This is an optimization exercise on Yosys and OpenROAD, whose aim is small area, a short achievable clock period and few clock cycles, not a production implementation.
In this exercise RTL edits were held to simulation tests only and were not proved equivalent to the original.
Power figures rest on the tool's default switching activity, not on a simulated workload.

## design/flow/constraint.sdc

```tcl
create_clock -name core_clock -period 10.0 [get_ports {clk}]
set_input_delay 2.0000 -clock core_clock [delete_from_list [all_inputs] [get_ports {clk}]]
set_output_delay 2.0000 -clock core_clock [all_outputs]
set_load 0.01 [all_outputs]
```

## design/flow/design.v

```verilog
module miniature_sc (
    input  wire        clk,
    input  wire        rst,
    input  wire        host_we,
    input  wire [3:0]  host_addr,
    input  wire [15:0] host_wdata,
    output wire [15:0] host_rdata,
    output wire        ready,
    output wire        mem_en,
    output wire        mem_we,
    output wire [1:0]  mem_be,
    output wire [15:0] mem_addr,
    output wire [15:0] mem_wdata,
    input  wire [15:0] mem_rdata
);
    localparam [15:0] FB_W    = 16'hAD00;   
    localparam [15:0] BMP_W   = 16'hEE00;   
    localparam [7:0]  PAL_HI  = 8'hED;      
    localparam [6:0]  DESC_HI = 7'h7F;      
    localparam [7:0] OP_NOP = 8'h00, OP_CLEAR = 8'h01, OP_RD8 = 8'h02, OP_WR8 = 8'h03,
                     OP_RD16 = 8'h04, OP_WR16 = 8'h05, OP_ENCODE = 8'h10, OP_DECODE = 8'h11,
                     OP_SPR_SET = 8'h20, OP_SPR_GET = 8'h21, OP_SPR_SETROW = 8'h22,
                     OP_PAL_SET = 8'h28, OP_PAL_GET = 8'h29, OP_PSET = 8'h30,
                     OP_FILL = 8'h31, OP_RECT = 8'h32, OP_LINE = 8'h33, OP_FBGET = 8'h34,
                     OP_RASTER = 8'h40;
    localparam [4:0] S_IDLE = 5'd0,  S_EXEC = 5'd1,
                     S_RDW  = 5'd2,  S_RD2  = 5'd3,  S_WR2 = 5'd4, S_SPRW = 5'd5,
                     S_CLR  = 5'd6,  S_FILL = 5'd7,
                     S_RECT = 5'd8,  S_LNX = 5'd9,   S_LINE0 = 5'd22, S_LINE = 5'd10,
                     S_RF   = 5'd11, S_RFW  = 5'd12, S_RX = 5'd13, S_RY = 5'd14, S_RI = 5'd15,
                     S_RB   = 5'd16, S_RP1  = 5'd17, S_RP = 5'd18, S_RW = 5'd19,
                     S_SPRR = 5'd23, S_RDN = 5'd24, S_WRN = 5'd25;
    reg [4:0]  state;
    reg [4:0]  ns;              
    reg [25:0] sh;              
    reg [15:0] cmd;
    reg [15:0] arg0, arg1, arg2, arg3, arg4;
    reg [15:0] res0;
    reg [4:0]  res1, res2;      
    reg [1:0]  scode;           
    reg [15:0] q0, q1, q2, q3;
    reg [17:0] q4;
    reg [1:0]  qf;
    reg [6:0]  rn;              
    reg [6:0]  rn1;             
    reg [7:0]  tb;              
    wire [19:0] rn2;            
    reg [15:0] wa;              
    reg        ngrp;            
    reg        nend;            
    wire [15:0] rd = mem_rdata;
    assign ready = sh[S_IDLE];
    msc_hread hread (
        .host_addr(host_addr), .cmd(cmd), .arg0(arg0), .arg1(arg1), .arg2(arg2),
        .arg3(arg3), .arg4(arg4), .res0(res0), .res1(res1), .res2(res2), .scode(scode),
        .host_rdata(host_rdata)
    );
    wire [7:0] opc  = cmd[7:0];
    wire [15:0] ncmd = host_wdata;
    wire a0_8  = |arg0[15:8];
    wire a1_8  = |arg1[15:8];
    wire a2_8  = |arg2[15:8];
    wire addr1_bad = |arg1[15:1];
    wire addr2_bad = addr1_bad || (arg1[0] && arg0 == 16'hFFFF);
    reg       legal;
    reg [1:0] ecode;
    always @(*) begin
        legal = (ncmd[15:8] == 8'h00);
        case (ncmd[7:0])
            OP_NOP, OP_CLEAR, OP_RD8, OP_WR8, OP_RD16, OP_WR16, OP_ENCODE, OP_DECODE,
            OP_SPR_SET, OP_SPR_GET, OP_SPR_SETROW, OP_PAL_SET, OP_PAL_GET, OP_PSET,
            OP_FILL, OP_RECT, OP_LINE, OP_FBGET, OP_RASTER: ;
            default: legal = 1'b0;
        endcase
        ecode = 2'd0;
        if (!legal) ecode = 2'd1;
        else case (ncmd[7:0])
            OP_RD8:        if (addr1_bad) ecode = 2'd3;
            OP_WR8:        if (addr1_bad) ecode = 2'd3; else if (a2_8) ecode = 2'd2;
            OP_RD16,
            OP_WR16:       if (addr2_bad) ecode = 2'd3;
            OP_ENCODE:     if (a0_8 || a1_8 || a2_8) ecode = 2'd2;
            OP_SPR_SET:    if (a0_8 || |arg1[15:3] || |arg2[15:3] || |arg3[15:4]) ecode = 2'd2;
            OP_SPR_GET:    if (a0_8 || |arg1[15:3] || |arg2[15:3]) ecode = 2'd2;
            OP_SPR_SETROW: if (a0_8 || |arg1[15:3]) ecode = 2'd2;
            OP_PAL_SET,
            OP_PAL_GET:    if (|arg0[15:4] || |arg1[15:4]) ecode = 2'd2;
            OP_FBGET:      if (|arg0[15:14]) ecode = 2'd2;
            default: ;
        endcase
    end
    wire ok = (scode == 2'd0);
    reg  f_line, f_rd16, f_wr16, f_clr, f_pset;
    wire is_line = f_line;
    wire is_rd16 = f_rd16;
    wire is_wr16 = f_wr16;
    wire is_clr  = f_clr;
    wire pset_on = (arg0[15:7] == 9'd0) && (arg1[15:7] == 9'd0);
    wire [7:0] sbyte = arg1[1] ? rd[15:8] : rd[7:0];
    wire [7:0] q0b   = arg1[1] ? q0[15:8] : q0[7:0];
    wire [16:0] e0 = {arg0[15], arg0};
    wire [16:0] e1 = {arg1[15], arg1};
    function [19:0] rca;
        input [19:0] a, b;
        input        ci;
        integer i;
        reg c;
        begin
            c = ci;
            for (i = 0; i < 20; i = i + 1) begin
                rca[i] = a[i] ^ b[i] ^ c;
                c = (a[i] & b[i]) | (c & (a[i] ^ b[i]));
            end
        end
    endfunction
    function [15:0] incdec;
        input [15:0] a;
        input        dec;
        integer i;
        reg [15:0] t;
        reg c;
        begin
            t = dec ? ~a : a;
            c = 1'b1;
            for (i = 0; i < 16; i = i + 1) begin
                incdec[i] = a[i] ^ c;
                c = c & t[i];
            end
        end
    endfunction
    assign rn2 = {4'd0, incdec({9'd0, rn1}, 1'b0)};
    wire [16:0] dxs = {arg2[15], arg2} + (is_line ? ~e0 : e0) + {16'd0, is_line};
    wire [16:0] dys = {arg3[15], arg3} + (is_line ? ~e1 : e1) + {16'd0, is_line};
    wire [15:0] q0s = incdec(q0, !qf[0]);
    wire [15:0] q1s = incdec(q1, !qf[1]);
    wire rect_empty = arg2[15] || arg2 == 16'd0 || arg3[15] || arg3 == 16'd0 ||
                      (!arg0[15] && |arg0[14:7]) || (!arg1[15] && |arg1[14:7]) ||
                      dxs[16] || dxs == 17'd0 || dys[16] || dys == 17'd0;
    wire [6:0] rxl = arg0[15] ? 7'd0 : arg0[6:0];
    wire [6:0] ryl = arg1[15] ? 7'd0 : arg1[6:0];
    wire [7:0] rxe = |dxs[15:7] ? 8'd128 : dxs[7:0];
    wire [7:0] rye = |dys[15:7] ? 8'd128 : dys[7:0];
    wire [6:0] cx = q0[6:0], cy = q1[6:0], xlo = q2[6:0];
    wire [7:0] xend = q3[7:0], yend = q4[7:0];
    wire [15:0] lx = q0, ly = q1, ldx = q2, ldy = q3;
    wire signed [17:0] lerr = q4;
    wire signed [19:0] le2  = {lerr[17], lerr, 1'b0};
    wire signed [19:0] ldx20 = {4'b0000, ldx}, ldy20 = {4'b0000, ldy};
    wire signed [17:0] ldx18 = {2'b00, ldx},   ldy18 = {2'b00, ldy};
    wire [19:0] l_t1 = le2 + ldy20;
    wire [19:0] l_t2 = ldx20 - le2;
    wire l_xs = !l_t1[19];                  
    wire l_ys = !l_t2[19];                  
    wire [17:0] dma  = ldx18 - ldy18;
    wire [17:0] lop  = l_ys ? (l_xs ? dma : ldx18) : (l_xs ? ~ldy18 : 18'd0);
    wire [17:0] lerr_n = lerr + lop + {17'd0, l_xs && !l_ys};
    wire line_on   = (lx[15:7] == 9'd0) && (ly[15:7] == 9'd0);
    wire line_last = (lx == arg2) && (ly == arg3);
    wire [15:0] bword = q0;
    wire [6:0]  X7 = q1[6:0], Y7 = q1[13:7];
    wire [7:0]  didx = q2[7:0];           
    wire [3:0]  dpal = q2[11:8];
    wire        xvis = q2[12], yvis = q2[13];
    wire [5:0]  c0 = q3[5:0], c1 = q3[11:6];
    wire        fx = q3[12], fy = q3[13];
    wire [1:0]  sz = q3[15:14];
    wire [5:0]  npc = q4[5:0], npr = q4[11:6], r1 = q4[17:12];    
    wire [2:0] nm1 = {sz == 2'd3, sz[1], |sz};
    wire [5:0] sm1 = {nm1, 3'b111};           
    function [13:0] clip;                     
        input [15:0] v;
        input [5:0]  s1;
        reg [19:0] t;                         
        reg vis;
        reg [5:0] lo, hi;
        begin
            t   = rca({13'd0, v[6:0]}, {14'd0, s1}, 1'b0);
            vis = v[15] ? (&v[15:6] && t[7]) : ~|v[15:7];
            lo  = v[15] ? (6'd0 - v[5:0]) : 6'd0;
            hi  = (!v[15] && t[7]) ? ~v[5:0] : s1;
            clip = {vis, lo, hi, 1'b0};
        end
    endfunction
    wire [13:0] rclip = clip(rd, sm1);
    wire       at_c1   = (npc == c1);
    wire [15:0] npc1   = incdec({10'd0, npc}, 1'b0);
    wire [15:0] npr1   = incdec({10'd0, npr}, 1'b0);
    wire [5:0] npc_a   = at_c1 ? c0 : npc1[5:0];
    wire [5:0] npr_a   = at_c1 ? npr1[5:0] : npr;
    wire       end_a   = at_c1 && (npr == r1);
    wire       grp_a   = at_c1 || (npc[1:0] == 2'b11);
    wire       last_n  = (rn == 7'd127);
    wire       at_ri  = sh[S_RI];
    wire [7:0] ribase = rd[7:0] + 8'hE0;
    wire [5:0] ac   = at_ri ? npc : npc_a;
    wire [5:0] ar   = at_ri ? npr : npr_a;
    wire [2:0] stx  = (ac[5:3] ^ {3{fx}}) & nm1;
    wire [2:0] sty  = (ar[5:3] ^ {3{fy}}) & nm1;
    wire [7:0] tb_n = (at_ri ? ribase : didx) + {1'b0, sty, 1'b0, stx};
    wire [1:0]  nk    = npc[1:0] ^ {2{fx}};
    reg  [3:0]  nib;
    always @(*) begin
        case (nk)
            2'd0: nib = bword[3:0];
            2'd1: nib = bword[7:4];
            2'd2: nib = bword[11:8];
            default: nib = bword[15:12];
        endcase
    end
    wire [15:0] p_pal = {PAL_HI, dpal, nib};
    wire [19:0] wx20 = rca({13'd0, X7}, {14'd0, npc}, 1'b0);
    wire [19:0] wy20 = rca({13'd0, Y7}, {14'd0, npr}, 1'b0);
    wire [6:0]  wx = wx20[6:0];
    wire [6:0]  wy = wy20[6:0];
    wire [15:0] b_addr = {3'b111, ~&tb[7:5], tb, npr[2:0] ^ {3{fy}}, npc[2] ^ fx};
    wire [11:0] bhi_c  = 12'hEE0 + {4'd0, arg0[7:0]};
    wire [15:0] spr_wa = {bhi_c, arg2[2:0], arg1[2]};
    wire [15:0] row_wa = {bhi_c, arg1[2:0], 1'b0};
    wire [15:0] w_addr = FB_W + {2'b00, wy, wx};
    wire [15:0] fb_q = FB_W + {2'b00, q1[6:0], q0[6:0]};
    wire [15:0] fb_a = FB_W + {2'b00, f_pset ? {arg1[6:0], arg0[6:0]} : arg0[13:0]};
    reg        x_en, x_we;
    reg [1:0]  x_be;
    reg [15:0] x_addr, x_wdata;
    always @(*) begin
        x_en    = 1'b0;
        x_we    = 1'b0;
        x_be    = 2'b11;
        x_wdata = arg2;
        x_addr  = fb_a;
        case (opc)
            OP_RD8, OP_RD16: begin
                x_en = ok; x_addr = {arg1[0], arg0[15:1]};
            end
            OP_WR8: begin
                x_en = ok; x_we = 1'b1; x_addr = {arg1[0], arg0[15:1]};
                x_be = arg0[0] ? 2'b10 : 2'b01;
                x_wdata = {arg2[7:0], arg2[7:0]};
            end
            OP_WR16: begin
                x_en = ok; x_we = 1'b1; x_addr = {arg1[0], arg0[15:1]};
                x_be = arg0[0] ? 2'b10 : 2'b11;
                x_wdata = arg0[0] ? {arg2[7:0], arg2[15:8]} : arg2;
            end
            OP_SPR_SET, OP_SPR_GET: begin
                x_en = ok; x_addr = spr_wa;
            end
            OP_SPR_SETROW: begin
                x_en = ok; x_we = 1'b1; x_addr = row_wa;
            end
            OP_PAL_SET: begin
                x_en = ok; x_we = 1'b1; x_addr = {PAL_HI, arg0[3:0], arg1[3:0]};
            end
            OP_PAL_GET: begin
                x_en = ok; x_addr = {PAL_HI, arg0[3:0], arg1[3:0]};
            end
            OP_PSET: begin
                x_en = ok && pset_on; x_we = 1'b1;
            end
            OP_FBGET: begin
                x_en = ok;
            end
            OP_RASTER: begin
                x_en = ok; x_addr = {DESC_HI, 7'd0, 2'd3};
            end
            default: ;
        endcase
    end
    wire        s_ex = sh[S_EXEC];
    wire        s_wr16b = sh[S_WR2] && is_wr16;         
    wire        s_row2  = sh[S_WR2] && !is_wr16;        
    wire        s_cf = sh[S_CLR] || sh[S_FILL];
    wire        s_rl = sh[S_RECT] || sh[S_LINE];
    wire        s_rp = sh[S_RP1] || sh[S_RP];
    wire        s_rwn = sh[S_RW] && nend;                
    wire        s_rwb = sh[S_RW] && !nend && ngrp;       
    wire        s_rwp = sh[S_RW] && !nend && !ngrp;      
    wire        p_en = (s_ex && x_en) || sh[S_RDN] || sh[S_WR2] || sh[S_SPRW] || s_cf ||
                       sh[S_RECT] || (sh[S_LINE] && line_on) || sh[S_RF] || sh[S_RX] ||
                       sh[S_RY] || sh[S_RB] || s_rp || s_rwb || s_rwp ||
                       ((sh[S_RFW] || s_rwn || (sh[S_RI] && !(xvis && yvis))) && !last_n);
    wire        p_we = (s_ex && x_we) || sh[S_WR2] || sh[S_SPRW] || s_cf || s_rl;
    wire [1:0]  p_be = s_ex ? x_be : s_wr16b ? 2'b01 :
                       sh[S_SPRW] ? (arg1[1] ? 2'b10 : 2'b01) : 2'b11;
    wire [15:0] p_addr = ({16{s_ex}} & x_addr) |
                         ({16{sh[S_RDN] || s_wr16b || s_cf}} & q0) |
                         ({16{s_row2}} & (row_wa | 16'd1)) |
                         ({16{sh[S_SPRW]}} & spr_wa) |
                         ({16{s_rl}} & fb_q) |
                         ({16{sh[S_RF]}} & {DESC_HI, rn, 2'd3}) |
                         ({16{sh[S_RFW] || sh[S_RI] || s_rwn}} & {DESC_HI, rn1, 2'd3}) |
                         ({16{sh[S_RX]}} & {DESC_HI, rn, 2'd1}) |
                         ({16{sh[S_RY]}} & {DESC_HI, rn, 2'd2}) |
                         ({16{sh[S_RB] || s_rwb}} & b_addr) |
                         ({16{s_rp || s_rwp}} & p_pal);
    wire [15:0] p_wdata = ({16{s_ex}} & x_wdata) |
                          ({16{s_wr16b}} & {arg2[7:0], arg2[15:8]}) |
                          ({16{s_row2}} & arg3) |
                          ({16{sh[S_SPRW]}} & (arg1[0] ? {2{arg3[3:0], q0b[3:0]}}
                                                        : {2{q0b[7:4], arg3[3:0]}})) |
                          ({16{sh[S_FILL]}} & arg0) |
                          ({16{s_rl}} & arg4);
    wire [15:0] pa_addr = sh[S_RFW] ? {DESC_HI, rn, 2'd0} : wa;    
    msc_port port (
        .is_rw(sh[S_RW]), .is_rfw(sh[S_RFW]), .is_rp1(sh[S_RP1]), .nk(nk),
        .p_en(p_en), .p_we(p_we), .p_be(p_be), .p_addr(p_addr), .p_wdata(p_wdata),
        .pa_addr(pa_addr), .rd(rd),
        .mem_en(mem_en), .mem_we(mem_we), .mem_be(mem_be), .mem_addr(mem_addr),
        .mem_wdata(mem_wdata)
    );
    always @(posedge clk) begin
        if (rst) begin
            state  <= S_IDLE;
            cmd    <= 16'h0000;
            arg0   <= 16'h0000;
            arg1   <= 16'h0000;
            arg2   <= 16'h0000;
            arg3   <= 16'h0000;
            arg4   <= 16'h0000;
            res0   <= 16'h0000;
            res1   <= 5'd0;
            res2   <= 5'd0;
            scode  <= 2'd0;
            sh     <= 26'd1;
        end else begin
            ns = state;
            case (state)
                S_IDLE: begin
                    if (host_we) begin
                        case (host_addr)
                            4'h0: begin
                                cmd    <= host_wdata;
                                scode  <= ecode;
                                f_line <= (ncmd[7:0] == OP_LINE);
                                f_rd16 <= (ncmd[7:0] == OP_RD16);
                                f_wr16 <= (ncmd[7:0] == OP_WR16);
                                f_clr  <= (ncmd[7:0] == OP_CLEAR);
                                f_pset <= (ncmd[7:0] == OP_PSET);
                                qf     <= 2'b11;
                                ns  = S_EXEC;
                            end
                            4'h1: arg0 <= host_wdata;
                            4'h2: arg1 <= host_wdata;
                            4'h3: arg2 <= host_wdata;
                            4'h4: arg3 <= host_wdata;
                            4'h5: arg4 <= host_wdata;
                            default: ;
                        endcase
                    end
                end
                S_EXEC: begin
                    ns = S_IDLE;
                    if (ok) begin
                        case (opc)
                            OP_CLEAR: begin q0 <= 16'd0; ns = S_CLR; end
                            OP_RD8, OP_SPR_GET, OP_PAL_GET, OP_FBGET: ns = S_RDW;
                            OP_RD16: begin q0 <= {arg1[0], arg0[15:1]}; ns = S_RDW; end
                            OP_WR16: begin
                                q0 <= {arg1[0], arg0[15:1]};
                                if (arg0[0]) ns = S_WRN;
                            end
                            OP_SPR_SETROW: ns = S_WR2;
                            OP_SPR_SET: ns = S_SPRR;
                            OP_ENCODE: res0 <= {1'b1, arg0[7:3], arg1[7:3], arg2[7:3]};
                            OP_DECODE: begin
                                res0 <= {8'h00, arg0[14:10], 3'b000};
                                res1 <= arg0[9:5];
                                res2 <= arg0[4:0];
                            end
                            OP_FILL: begin q0 <= FB_W; ns = S_FILL; end
                            OP_RECT: if (!rect_empty) begin
                                q0 <= {9'd0, rxl}; q1 <= {9'd0, ryl};
                                q2[6:0] <= rxl; q3[7:0] <= rxe; q4[7:0] <= rye;
                                ns = S_RECT;
                            end
                            OP_LINE: begin
                                q0 <= dxs[16] ? ~dxs[15:0] : dxs[15:0];
                                q1 <= dys[16] ? ~dys[15:0] : dys[15:0];
                                q4[3:0] <= {!dys[16] && dys != 17'd0, !dxs[16] && dxs != 17'd0,
                                            dys[16], dxs[16]};
                                ns = S_LNX;
                            end
                            OP_RASTER: begin rn <= 7'd0; rn1 <= 7'd1; ns = S_RFW; end
                            default: ;
                        endcase
                    end
                end
                S_RDW: begin
                    ns = S_IDLE;
                    case (opc)
                        OP_RD8:  res0 <= {8'h00, arg0[0] ? rd[15:8] : rd[7:0]};
                        OP_RD16: begin
                            if (arg0[0]) begin
                                res0[7:0] <= rd[15:8];
                                q0 <= q0s;
                                ns = S_RDN;
                            end else begin
                                res0 <= rd;
                            end
                        end
                        OP_SPR_GET: res0 <= {12'h000, arg1[0] ? sbyte[7:4] : sbyte[3:0]};
                        default: res0 <= rd;    
                    endcase
                end
                S_RDN: ns = S_RD2;
                S_RD2: begin res0[15:8] <= rd[7:0]; ns = S_IDLE; end
                S_WRN: begin q0 <= q0s; ns = S_WR2; end
                S_WR2:  ns = S_IDLE;
                S_SPRR: begin q0 <= rd; ns = S_SPRW; end
                S_SPRW: ns = S_IDLE;
                S_CLR: begin
                    q0 <= q0s;
                    if (q0 == 16'hFFFF) ns = S_IDLE;
                end
                S_FILL: begin
                    q0 <= q0s;
                    if (q0 == FB_W + 16'h3FFF) ns = S_IDLE;
                end
                S_RECT: begin
                    if (q0s[7:0] == xend) begin
                        q0[6:0] <= xlo;
                        q1[6:0] <= q1s[6:0];
                        if (q1s[7:0] == yend) ns = S_IDLE;
                    end else begin
                        q0[6:0] <= q0s[6:0];
                    end
                end
                S_LNX: begin
                    q2 <= q4[0] ? q0s : q0;
                    q3 <= q4[1] ? q1s : q1;
                    q0 <= arg0;
                    q1 <= arg1;
                    qf <= q4[3:2];
                    ns = S_LINE0;
                end
                S_LINE0: begin
                    q4 <= dma;
                    ns = S_LINE;
                end
                S_LINE: begin
                    if (line_last) begin
                        ns = S_IDLE;
                    end else begin
                        q4 <= lerr_n;
                        if (l_xs) q0 <= q0s;
                        if (l_ys) q1 <= q1s;
                    end
                end
                S_RF: ns = S_RFW;
                S_RFW: begin
                    q3[15:12] <= {rd[4:3], rd[2], rd[1]};
                    if (rd[0]) begin
                        ns = S_RX;
                    end else if (last_n) begin
                        ns = S_IDLE;
                    end else begin
                        rn <= rn1; rn1 <= rn2[6:0];
                    end
                end
                S_RX: begin
                    q1[6:0]  <= rd[6:0];
                    q2[12]   <= rclip[13];
                    q3[11:0] <= {rclip[6:1], rclip[12:7]};    
                    q4[5:0]  <= rclip[12:7];                  
                    ns    = S_RY;
                end
                S_RY: begin
                    q1[13:7] <= rd[6:0];
                    q2[13]   <= rclip[13];
                    q4[11:6] <= rclip[12:7];                  
                    q4[17:12] <= rclip[6:1];                  
                    ns    = S_RI;
                end
                S_RI: begin
                    q2[11:0] <= {rd[11:8], ribase};
                    tb <= tb_n;
                    nend <= 1'b0;
                    if (xvis && yvis)  ns = S_RB;
                    else if (last_n)   ns = S_IDLE;
                    else begin rn <= rn1; rn1 <= rn2[6:0]; ns = S_RFW; end
                end
                S_RB: ns = S_RP1;
                S_RP1, S_RP: begin
                    if (state == S_RP1) q0 <= rd;
                    wa <= w_addr;
                    q4[11:0] <= {npr_a, npc_a};
                    tb <= tb_n;
                    ngrp <= grp_a;
                    nend <= end_a;
                    ns = S_RW;
                end
                S_RW: begin
                    if (rd[15]) begin
                        if (nend) begin
                            if (last_n) ns = S_IDLE;
                            else begin rn <= rn1; rn1 <= rn2[6:0]; ns = S_RF; end
                        end else begin
                            ns = ngrp ? S_RB : S_RP;
                        end
                    end else if (nend) begin
                        if (last_n) ns = S_IDLE;
                        else begin rn <= rn1; rn1 <= rn2[6:0]; ns = S_RFW; end
                    end else if (ngrp) begin
                        ns = S_RP1;
                    end else begin
                        wa <= w_addr;
                        q4[11:0] <= {npr_a, npc_a};
                        tb <= tb_n;
                        ngrp <= grp_a;
                        nend <= end_a;
                    end
                end
                default: ns = S_IDLE;
            endcase
            state <= ns;
            sh    <= 26'd1 << ns;
        end
    end
endmodule
module msc_port (
    input  wire        is_rw, is_rfw, is_rp1,
    input  wire [1:0]  nk,
    input  wire        p_en, p_we,
    input  wire [1:0]  p_be,
    input  wire [15:0] p_addr, p_wdata, pa_addr,
    input  wire [15:0] rd,
    output wire        mem_en, mem_we,
    output wire [1:0]  mem_be,
    output wire [15:0] mem_addr, mem_wdata
);
    wire lsel = (is_rw && rd[15]) || (is_rfw && rd[0]);
    reg [3:0] nib;
    always @(*) begin
        case (nk)
            2'd0: nib = rd[3:0];
            2'd1: nib = rd[7:4];
            2'd2: nib = rd[11:8];
            default: nib = rd[15:12];
        endcase
    end
    assign mem_en    = lsel || p_en;
    assign mem_we    = lsel ? is_rw : p_we;
    assign mem_be    = p_be;
    assign mem_addr  = lsel ? pa_addr : {p_addr[15:4], is_rp1 ? nib : p_addr[3:0]};
    assign mem_wdata = is_rw ? rd : p_wdata;
endmodule
module msc_hread (
    input  wire [3:0]  host_addr,
    input  wire [15:0] cmd, arg0, arg1, arg2, arg3, arg4, res0,
    input  wire [4:0]  res1, res2,
    input  wire [1:0]  scode,
    output reg  [15:0] host_rdata
);
    always @(*) begin
        case (host_addr)
            4'h0: host_rdata = cmd;
            4'h1: host_rdata = arg0;
            4'h2: host_rdata = arg1;
            4'h3: host_rdata = arg2;
            4'h4: host_rdata = arg3;
            4'h5: host_rdata = arg4;
            4'h6: host_rdata = res0;
            4'h7: host_rdata = {8'h00, res1, 3'b000};
            4'h8: host_rdata = {8'h00, res2, 3'b000};
            4'h9: host_rdata = {10'd0, scode, 3'b000, |scode};
            4'hA: host_rdata = 16'h0080;
            4'hB: host_rdata = 16'h0080;
            default: host_rdata = 16'h0000;
        endcase
    end
endmodule
```

## design/flow/config.mk

```make
export PLATFORM = sky130hd
export DESIGN_NAME = miniature_sc
export DESIGN_NICKNAME = miniature_sc
export VERILOG_FILES = /design/flow/design.v
export SDC_FILE = /design/flow/constraint.sdc
export NUM_CORES = 4
export LEC_CHECK = 0
export CAP_MARGIN = 20
export CORE_MARGIN = 2
export CORE_UTILIZATION = 40
export PLACE_DENSITY = 0.4
export SETUP_SLACK_MARGIN = 4.6
export SLEW_MARGIN = 20
```

## design/flow/run.sh

```bash
#!/bin/bash
# synth_recipe.tcl (not shown) runs the flow's synth.tcl, then flattens the netlist and writes it again
# the make line also repeats each setting of config.mk as NAME=value (left out here)
make -C /OpenROAD-flow-scripts/flow DESIGN_CONFIG=/design/flow/config.mk WORK_HOME=/design/flow/orfs CLKGATE_MAP_FILE= SYNTH_SCRIPT=/design/flow/synth_recipe.tcl finish
```

==> flow_summary.ini, run 1 <==
[worst_setup_path]
reg2reg_to = q4[16]
r2r-start = q2[0]
end_kind = output port
cp_max_fo = 9
reg2reg_slack_ps = 4720
worst_r2r_path_depth = 24
crit_required_ps = 8000
cp-start-kind = input pin
worstSetupPathType = in -> out
cp.arrival_ps = 3430

[die]
rows = 91
ios = 92
die_x_microns = 255
start_util_pct = 40.7
die_y_microns = 255
die_area_sq_um = 65000
coreArea_sq_um = 61900

[pwr]
max-vdd-ir-drop_mv = 0.107
power.density_nw_per_um2 = 102
p_leak_nw = 11.3
finalPower_mw = 3.01

[synthesis]
synth_area_sq_um = 25200
yosys_warnings = 3
ys.flop_type = dfxtp_1
netlist.area_leader.share_pct = 15.0
synth_top_area_cell = edfxtp_1
synth_most_common_cell = nand2_1
synth_cells = 3260
synth-compound-area-share_pct = 24.6
synthMuxAreaShare_pct = 4.56
synth_top_family_by_area = compound AO/OA/AOI/OAI gates
yosysSeqAreaShare_pct = 26.7
yosys.area_share.simple_pct = 21.5
synth_top_cells_by_area = edfxtp_1, dfxtp_1, nand2_1
syn_nets = 3436
synthAdderAreaFrac_pct = 7.28
async_reset_ff_share_pct = 0
ys_top_cells_by_count = nand2_1, a21oi_1, nor2_1
synth_cell_types = 88
ys_ff_latch = 273
synth_edf_count = 126
synth_xor_area_share_pct = 9.70
synth_area_per_cell_sq_um = 7.73

[layout]
layout.nets = 3475
syn2layout_area_growth_pct = 16.5
top_regs = q4 x18, sh x18
fin_util_pct = 47.4
final_area_sq_um = 29300
instances_no_fill = 4168
drive_gt1_share_pct = 13.2

[timing]
max-slew-margin-rel_pct = 21.5
finalSetupTns_ps = 0
setup_viol = 0
tightest_slew_ps = 1180
hold_viol_final = 0
post-route-period-util_pct = 54.3
whs_ps = 456
finalClockSkew_ps = 30.6
rsz0062_at_grt = true
drv_slew = 0
max_freq_mhz = 184
timing.final.ws_setup_ps = 4570
fin_crit_ps = 5430

[routing]
drc = 0
vias = 27500
viasPerCell = 6.61
ant_nets = 0
wl_per_cell_microns = 32.6
routed_wl_microns = 136000
initialDrtViolationCount = 3457
drtPass1Iterations = 12

[worst_hold_path]
hold_class = reg -> reg
hold_end = res2[1]
hold_start = res2[1]
hold_depth = 2

[job]
cap_violations = 0

[grt]
grt_pass1_vias = 26100
overflow = 0
antenna_found_initial = 1
grt_max_degree = 91
grt_pass1_wl_microns = 191000
grt_usage_pct = 41.2

[placement]
hpwl_microns = 100000
post_dp_cell_area_sq_um = 26900
gp_congestion = 1.04
post-place-ws_ps = 2870
place_inst = 4019
io_buffers = 91

[clock_network]
clkTransAtPathRegs_ps = 50
numCtsBuffers = 39
clkLatencyLatePin_ps = 590
postCtsHoldBufs = 0
h-tree-depth = 2
clock_sinks = 273
root_buffer = clkbuf_16
cts_buffer_depth = 3
cts_tree = done

[run_status]
outcome = no timing/DRC/antenna violations
[where the power goes]
group | switching, mW | internal, mW | total [mW]
Sequential | 0.0151 | 1.17 | 1.18
Clock | 0.573 | 0.868 | 1.44
Combinational | 0.251 | 0.134 | 0.385
[layout make-up]
type / count / area [sq um]
fill: 6314 / 32600
multi-input combinational: 2610 / 17500
sequential: 273 / 6730
timing repair buffer: 262 / 2290
clock buffer: 55 / 1140
tap: 837 / 1050
inverter: 113 / 439
clock inverter: 15 / 151
antenna: 3 / 7.51
[critical path, stage by stage]
cell and delay (ps):
buf_4 250, inv_1 240, a21oi_1 320, clkdlybuf4s50_1 600
[worst max-delay path by stage]
stage / start / to / slack, ps / depth (start not counted)
floorplan: mem_rdata[0] / mem_addr[14] / 4660 / 6
global placement: host_addr[1] / host_rdata[5] / 2740 / 6
detailed placement: host_addr[1] / host_rdata[7] / 2870 / 6
CTS: host_addr[1] / host_rdata[7] / 4500 / 7
global route: cmd[4] / mem_wdata[2] / 4490 / 10
finish: mem_rdata[6] / mem_wdata[6] / 4570 / 4
[logic make-up (layout without fill, tap and decap cells)]
group                    after synthesis  in the layout
AND/OR/NAND/NOR                     1167           1167
other                                  0              3
XOR/XNOR                             279            279
buffers and inverters                377            445
multiplexers                          99             99
adder cells (fa/ha/maj)              137            137
flip-flops                           273            273
AO/OA/AOI/OAI                        928            928
[per-layer routing]
layer / share of wire, % / up-vias / global-route usage [%]
li1: - / 12000 / -
met1: 38 / 13200 / 51.5
met2: 43 / 1869 / 63.2
met3: 11 / 490 / 8.41
met4: 8.5 / 0 / 29.9
met5: 0 / - / 0
[placed cells by master (no fill, tap or decap), drive strengths merged, types with 87 or more instances in the layout]
master / instances
o21ai: 149
dfxtp: 147
ha: 121
a21oi: 309
nand3: 106
edfxtp: 126
buf: 205
inv: 109
xnor2: 130
a22oi: 87
xor2: 149
nor2: 255
nand2: 454
[what timing repair did]
action                                  CTS  global route
cloned                                    4             0
gates resized for setup                 317            45
setup buffers                            58            14
endpoints found under the setup margin   62            67
pin swaps                                36            24
Testbench counts, summed over its fixed seeds: cycles 665,952.
==> inputs of run 2 (changes only) <==
--- a/design/flow/config.mk
+++ b/design/flow/config.mk
@@ -11,3 +11,3 @@
 export PLACE_DENSITY = 0.4
-export SETUP_SLACK_MARGIN = 4.6
+export SETUP_SLACK_MARGIN = 4.7
 export SLEW_MARGIN = 20
==> run 2 against run 1 <==
Compared with the run above: worst hold slack gained 5.5 ps; sequential power barely moved; first-iteration DRC count up 9.1%; cell count up 0.70%; power decreased by 1.8%; via count grew 2.1%; clock-buffer cell count down 6; clock skew grew 6.7 ps; critical endpoint is now mem_addr[1].
==> flow_summary.ini, run 2 <==
[run_status]
outcome = no timing/DRC/antenna violations

[worst_setup_path]
cp.arrival_ps = 3390
worstSetupPathType = in -> out
cp_top_family = multiplexers
cp-start-kind = input pin
worst_r2r_path_depth = 14
cp_max_fo = 6
r2r-start = arg0[0]
reg2reg_slack_ps = 4670
critPathSlowestCell = mux4_2
cp_slowest_stage_delay_ps = 560
worstPathCellList = buf_4 > inv_1 > mux4_2 > a21oi_2 > o21ai_2 > o21ai_1 > buf_2
reg2reg_to = sh[12]
crit_required_ps = 8000
end_kind = output port
path_buf_inv = 3

[synthesis]
synth_cell_types = 88
ys_top_cells_by_count = nand2_1, a21oi_1, nor2_1
yosys_warnings = 3
async_reset_ff_share_pct = 0
netlist.area_leader.share_pct = 15.0
synthAdderAreaFrac_pct = 7.28
synth_edf_count = 126
synthMuxAreaShare_pct = 4.56
synth_xor_area_share_pct = 9.70
synth_area_sq_um = 25200
synth-compound-area-share_pct = 24.6
synth_top_cells_by_area = edfxtp_1, dfxtp_1, nand2_1
synth_most_common_cell = nand2_1
synth_top_area_cell = edfxtp_1
syn_nets = 3436
synth_top_family_by_area = compound AO/OA/AOI/OAI gates
synth_cells = 3260
yosysSeqAreaShare_pct = 26.7
ys_ff_latch = 273
ys.flop_type = dfxtp_1
synth_area_per_cell_sq_um = 7.73
yosys.area_share.simple_pct = 21.5

[grt]
grt_usage_pct = 42.2
grt_pass1_wl_microns = 195000
antenna_found_initial = 3
grt_pass1_vias = 26400
overflow = 0
grt_max_degree = 92

[placement]
gp_congestion = 1.04
place_inst = 4016
io_buffers = 91
hpwl_microns = 102000
post_dp_cell_area_sq_um = 26900

[routing]
initialDrtViolationCount = 3770
ant_nets = 0
viasPerCell = 6.70
wl_per_cell_microns = 33.4
drc = 0
routed_wl_microns = 140000
drtPass1Iterations = 9
vias = 28100

[clock_network]
cts_tree = done
clock_sinks = 273
numCtsBuffers = 37
root_buffer = clkbuf_16
clkLatencyLatePin_ps = 600
clkTransAtPathRegs_ps = 50
cts_buffer_depth = 3
h-tree-depth = 2

[timing]
whs_ps = 461
rsz0062_at_grt = true
tightest_slew_ps = 1270
setup_viol = 0
finalClockSkew_ps = 37.3
post-route-period-util_pct = 53.9
fin_crit_ps = 5390
drv_slew = 0
max_freq_mhz = 185
finalSetupTns_ps = 0
max-slew-margin-rel_pct = 14.8
hold_viol_final = 0

[layout]
instances_no_fill = 4197
fill_cells = 6275
drive_gt1_share_pct = 14.8
final_common_cell = nand2_1
final_area_sq_um = 29800
final_cell_mix = nand2_1, a21oi_1, nor2_1
multi_input_area_sq_um = 17700
syn2layout_area_growth_pct = 18.3
layout.nets = 3505
seqCellArea_sq_um = 6740
top_regs = q4 x18, sh x18

[pwr]
combPwrFrac_pct = 13.4
switching_share_pct = 28.5
seq_power_share_pct = 40.0
power_frac_clock_pct = 46.6
power.density_nw_per_um2 = 99.1
max-vdd-ir-drop_mv = 0.112
p_leak_nw = 11.5
p_sw_uw = 841
p_int_mw = 2.11

[job]
cap_violations = 0

[die]
die_x_microns = 255
coreArea_sq_um = 61900
start_util_pct = 40.7
die_y_microns = 255
ios = 92
die_area_sq_um = 65000
rows = 91

[worst_hold_path]
hold_depth = 2
hold_start = res2[2]
hold_class = reg -> reg
hold_end = res2[2]
## run 2: cell counts after synthesis
Identical to the previous run, type by type.
## run 2: worst max-delay path by stage
stage | from | endpoint | slack, ps | depth (start not counted)
after floorplan | mem_rdata[0] | mem_addr[14] | 4730 | 6
after global placement | host_addr[0] | host_rdata[5] | 3060 | 7
after detailed placement | host_addr[2] | host_rdata[7] | 3050 | 6
after CTS | host_addr[1] | host_rdata[7] | 4590 | 7
after global routing | mem_rdata[5] | mem_addr[1] | 4570 | 8
final | mem_rdata[9] | mem_addr[1] | 4610 | 7
## run 2: stage by stage
step                      util (%)  worst slack (ps)  power (mW)
after CTS                     47.4              4590        2.94
after detailed placement      43.4              3050        1.55
after floorplan                  -              4730        1.41
final                         48.1              4610        2.95
after global routing          48.1              4570        3.01
after global placement        43.4              3060        1.54
## run 2: kinds of logic after synthesis
family,Yosys count
DFF,273
muxes,99
adders and majority gates,137
buffers and inverters,377
AOI/OAI and AO/OA,928
xor gates and xnor gates,279
and+or+nand+nor,1167
## run 2: area by class of cell
type                       instances  share of cell area [%]
sequential                       273                    22.6
multi-input combinational       2612                    59.5
clock buffer                      49                    3.32
antenna                            4                  0.0336
tap                              837                    3.51
inverter                         113                    1.46
timing repair buffer             292                    8.90
clock inverter                    17                   0.688
## run 2: what timing repair did
action,CTS,global route
hold buffers,0,0
resized for setup,341,79
setup endpoints to repair,62,103
pin swaps,45,43
cloned,9,1
setup buffers,78,22
## run 2: worst register-to-register path, cell delays in order (launching register included)
cell and delay [ps]:
dfxtp_1 430, buf_4 450, mux2_2 440, fa_1 460
a211o_1 300, a21o_1 200, a21oi_1 290, mux2i_1 250
o221ai_1 160, a2111oi_2 650, nand2_1 290, o21a_1 380
a31o_1 320, a32oi_1 420, nor2_1 170
## run 2: metal layers
metal / vias up / GRT usage (%) / wire, microns
met5: - / 0.602 / 70
met4: 6 / 34.5 / 14100
met3: 572 / 9.77 / 15100
met2: 1983 / 63.4 / 58500
met1: 13500 / 51.5 / 52300
li1: 12100 / - / -
## run 2: power by group through the flow
stage	registers [mW]	clock network, mW	logic (mW)
floorplan	1.19	0	0.214
CTS	1.18	1.38	0.379
global placement	1.20	0	0.340
detailed placement	1.20	0	0.344
global route	1.18	1.42	0.411
finish	1.18	1.38	0.396

-- afterwards: timing with drivers on the ports --
How much do the figures lean on ideal ports? The routed layouts below were timed once more, with nothing changed but the port constraints. Step 1 sets driving cells, clkbuf_16 on the clock port and buf_2 on the other inputs (assumed; they add their load-dependent delay and slew). Step 2 moves the port delays by t, midway between the first and last clock arrival at a register: inputs arrive t later, outputs are due t later. That takes back most of the time a late clock gives input paths. Three values: ideal, step 1, step 2; two values: the first two.
| run | shift t [ns] | setup WS [ns] | latest minus earliest clock arrival (ns) | cell pins on the clock port's net |
|---|---|---|---|---|
| run 1 | 0.645 | 4.572 / 4.525 / 4.544 | 0.031 / 0.031 | 1 |
| run 2 | 0.643 | 4.606 / 4.570 / 4.570 | 0.039 / 0.039 | 1 |
After both steps setup and hold are still met in every run listed. The setup slack of run 2, which loses most, moves by -0.036 ns with the drivers and by -0.036 ns with both steps.
